This design comes from an exercise in tuning for small area, a short achievable clock period and few clock cycles per item on the open sky130 flow, not from production work. At most, simulation tests tie the RTL to the original design; equivalence was not proved. Power is estimated from default activity; no workload was simulated.

## build 28
// j1587_msgdec
module j1587_msgdec (
    input  wire         clk,
    input  wire         rst,
    input  wire         start,
    input  wire [255:0] frame,
    input  wire [5:0]   frame_len,
    output reg          done,
    output reg  [3:0]   err,
    output reg  [7:0]   mid,
    output reg  [3:0]   nparams,
    output reg  [80:0]  par_pid,    
    output reg  [44:0]  par_pos,    
    output reg  [44:0]  par_dlen    
);
Settings: LEC_CHECK=0, CAP_MARGIN=20, CORE_MARGIN=2, CORE_UTILIZATION=60, SETUP_SLACK_MARGIN=2.0, SLEW_MARGIN=20; clock period 7.0 ns.
standard.sh (not shown) runs the stock make flow with config.mk's settings and CLKGATE_MAP_FILE= SYNTH_SCRIPT=/design/flow/synth_recipe.tcl, a recipe that flattens the netlist after the stock synthesis.
==> flow/flow/run.sh <==
#!/bin/bash
# The standard layout, with two changes:
#  - plain buffers (buf_1) on the ports instead of the flow's default port
#    buffer cell;
#  - after the standard synthesis, fixinv.py removes the inverters that
#    synthesis leaves around full adders (choosing, per full adder, whether
#    it takes its inputs complemented); Yosys then proves the new netlist
#    equivalent to synthesis's, and the flow goes on from the new netlist
#    (or from synthesis's own, if anything here fails).
export BUFFER_PORTS_ARGS="-buffer_cell sky130_fd_sc_hd__buf_1"
bash standard.sh synth > synth.log 2>&1 || exit 1
R=orfs/results/sky130hd/j1587_msgdec/base
LIB=$FLOW_HOME/platforms/sky130hd/lib/sky130_fd_sc_hd__tt_025C_1v80.lib
cp $R/1_2_yosys.v synth_netlist.v
if python3 flow/fixinv.py synth_netlist.v fixed_netlist.v > fixinv.log 2>&1; then
  cat > eq.ys <<EOY
read_liberty -ignore_miss_func $LIB
read_verilog synth_netlist.v
rename $FLOW_TOP gold
read_verilog fixed_netlist.v
rename $FLOW_TOP gate
flatten
opt_clean
cd gate
rename -hide w:_* w:fixinv*
cd gold
rename -hide w:_*
cd
equiv_make gold gate equiv
hierarchy -top equiv
equiv_simple -seq 2
equiv_induct
equiv_status -assert
EOY
  if timeout 1200 yosys -q eq.ys > eq.log 2>&1; then
    echo "equivalence proven; using fixed_netlist.v" >> fixinv.log
    cp fixed_netlist.v $R/1_2_yosys.v
    rm -f $R/1_synth.odb $R/1_synth.sdc
  else
    echo "equivalence not proven; using synthesis's netlist" >> fixinv.log
  fi
fi
bash standard.sh > standard.log 2>&1
Other scripts of this flow, unchanged in this note and not shown: flow/flow/fixinv.py
Testbench counts of build 28, summed over its fixed seeds: cycles 6,133, frames 2,400.
Input-level comparison between build 39 and build 28:
--- a/flow/config.mk
+++ b/flow/config.mk
@@ -10,3 +10,3 @@
 export CORE_UTILIZATION = 60
-export SETUP_SLACK_MARGIN = 2.0
+export SETUP_SLACK_MARGIN = 2.5
 export SLEW_MARGIN = 20
### Flow results
Every stage of the flow completed for build 39, and the final layout passed the timing, design-rule and antenna checks. Changes observed in build 39 relative to build 28: minimum clock period after layout went down by 490 ps; instance area at placement went up by 76 um2. Compared with build 28, build 39 shows a higher core utilization. Compared with build 28, in build 39 routed metal-1 wire length went down; wire length barely changed; layout clock buffer count decreased by 6.3% relative to the old numbers; data required time of the critical path went down by 30 ps; relative contribution of the clock network to total power went up 0.5 points.
Relative to build 39, the following input files were edited for build 68:
--- a/flow/config.mk
+++ b/flow/config.mk
@@ -10,3 +10,3 @@
 export CORE_UTILIZATION = 60
-export SETUP_SLACK_MARGIN = 2.5
+export SETUP_SLACK_MARGIN = 3.0
 export SLEW_MARGIN = 20
[summary]
Build 68 went all the way through the flow, and no timing, DRC or antenna check failed. For build 68, the highest metal layer used by the detailed router was met4, unlike build 39, where it was met5. Compared with build 39, in build 68 largest voltage drop on the vdd net -0.10 mV; setup slack +230 ps; switching power summed over all nets +430 uW; combinational power +about 11%.

Setup of alpha:
j1587_msgdec, a different RTL version from the one above (not shown whole).
For scale: roughly 240 flip-flops, ~450 I/O pins, ~0.021 mm2 of cells after synthesis.
==> flow/config.mk <==
export PLATFORM = sky130hd
export DESIGN_NAME = j1587_msgdec
export DESIGN_NICKNAME = j1587_msgdec
export VERILOG_FILES = /design/flow/design.v
export SDC_FILE = /design/flow/constraint.sdc
export NUM_CORES = 4
export LEC_CHECK = 0
export CAP_MARGIN = 20
export CORE_MARGIN = 2
export CORE_UTILIZATION = 40
export SETUP_SLACK_MARGIN = 2.5
export SLEW_MARGIN = 20
==> flow/constraint.sdc <==
create_clock -name core_clock -period 7.0 [get_ports {clk}]
set_input_delay 1.4000 -clock core_clock [delete_from_list [all_inputs] [get_ports {clk}]]
set_output_delay 1.4000 -clock core_clock [all_outputs]
set_load 0.01 [all_outputs]
==> flow/flow/run.sh <==
#!/bin/bash
# The standard layout, with plain buffers (buf_1) on the ports instead of
# the flow's default port buffer cell.
export BUFFER_PORTS_ARGS="-buffer_cell sky130_fd_sc_hd__buf_1"
bash standard.sh > standard.log 2>&1
alpha ran to completion and came out clean on the timing, design-rule and antenna checks.
Testbench counts of alpha, summed over its fixed seeds: cycles 6,133, frames 2,400.
Modified inputs, beta compared to alpha
- SETUP_SLACK_MARGIN now 3.0, was 2.5
--- outcome ---
- From alpha to beta the numbers moved as follows: number of buffers on the longest clock path held, number of resized instances in the post-cts repair step has increased, fraction of area in registers went down by 2.1 points.
- As far as number of max-slew violations in the final report goes, alpha and beta are indistinguishable; the numbers are identical.
diff inputs: beta => gamma
- CORE_UTILIZATION: 40 -> 60
--- outcome ---
- Worst hold slack came out lower on gamma than on beta.
- The final period utilization on gamma is in line with that on beta.
- Post-detailed-route wirelength per cell, gamma vs beta: up slightly
- Vias per cell, gamma vs beta: up by more than 10%
- Number of cells upsized or downsized after cts in gamma vs beta: down 10

== north ==
j1587_msgdec, a different RTL version from the one above (not shown whole).
For scale: about 1700 cells after synthesis, about 200 flip-flops, roughly 0.019 mm² of cells after synthesis.
Settings: LEC_CHECK=0, CAP_MARGIN=20, CORE_MARGIN=2, CORE_UTILIZATION=40, SETUP_SLACK_MARGIN=2.5, SLEW_MARGIN=20; clock period 7.0 ns.
run.sh (not shown) runs the stock make flow with config.mk's settings and CLKGATE_MAP_FILE= SYNTH_SCRIPT=/design/flow/synth_recipe.tcl, a recipe that flattens the netlist after the stock synthesis.
Stock flow here: none of the scripts above is used.
north went all the way through synthesis, placement and routing and the layout is clean on timing, DRC and antenna.
Input-level comparison between south and north:
Settings: a deleted SETUP_SLACK_MARGIN that had been 2.5.
### Flow results
Per the comparison of south with north, number of cells in the design after placement roughly the same; final wirelength lower; global-route usage lower; final worst setup slack lower.
south consumes less power than north does.
[compare] base=north new=south: maximum number of pins on one net before global-route repair saw a decrease; cell-internal power went down by 8.0%.
Setup changes, south to east
Settings: SETUP_SLACK_MARGIN newly set to 2.5.
==> flow/flow/run.sh (new file) <==
#!/bin/bash
# The standard layout, with plain buffers (buf_1) on the ports instead of
# the flow's default port buffer cell.
export BUFFER_PORTS_ARGS="-buffer_cell sky130_fd_sc_hd__buf_1"
bash standard.sh > standard.log 2>&1
==> flow/standard.sh (new file) <==
#!/bin/bash
# synth_recipe.tcl (not shown) runs the flow's synth.tcl, then flattens the netlist and writes it again
# the make line also repeats each setting of config.mk as NAME=value (left out here)
make -C /OpenROAD-flow-scripts/flow DESIGN_CONFIG=/design/flow/config.mk WORK_HOME=/design/flow/orfs CLKGATE_MAP_FILE= SYNTH_SCRIPT=/design/flow/synth_recipe.tcl "${@:-finish}"
removed: flow/run.sh
==> run summary <==
- Register-to-register slack, east and south, higher one = east.
- Count of clock-buffer cells in the layout: east lower than south
- Higher total routing usage reported by global routing was reported by south, not east.
No functional check of the RTL was part of any run of this note.

separate check: timing with driven ports:
The flow's constraints put no driver on any port. The routed layouts listed below were extracted and timed again, unchanged, in two steps.
Step 1 (the two cells are an assumption about what drives the block):
set clk [get_ports {clk}]
set_driving_cell -lib_cell sky130_fd_sc_hd__clkbuf_16 $clk
set_driving_cell -lib_cell sky130_fd_sc_hd__buf_2 [delete_from_list [all_inputs] $clk]
Step 2 adds t to the input delays and takes it off the output delays; t is the mean of the earliest and latest rising clock arrival at the registers after step 1. Input paths then give back, and output paths get back, about the clock's delay inside the block.
Three values: ideal, step 1, step 2; two values: the first two.
run | t (ns) | setup slack, ns | worst data-port slew with drivers (ns)
build 28 | 0.606 | 2.041 / 2.041 / 1.592 | 0.10
build 39 | 0.583 | 2.536 / 2.536 / 1.997 | 0.14
build 68 | 0.589 | 2.763 / 2.711 / 2.121 | 0.16
alpha | 0.617 | 2.566 / 2.499 / 1.882 | 0.13
beta | 0.625 | 2.867 / 2.836 / 2.210 | 0.17
gamma | 0.603 | 2.874 / 2.837 / 2.234 | 0.15
north | 0.605 | 1.727 / 1.731 / 1.126 | 0.12
south | 0.577 | 0.730 / 0.753 / 0.175 | 0.10
east | 0.599 | 1.727 / 1.732 / 1.134 | 0.12
After both steps every run listed still meets setup and hold. For alpha, which loses most, drivers alone change the setup slack by -0.067 ns; drivers and shift together by -0.684 ns.
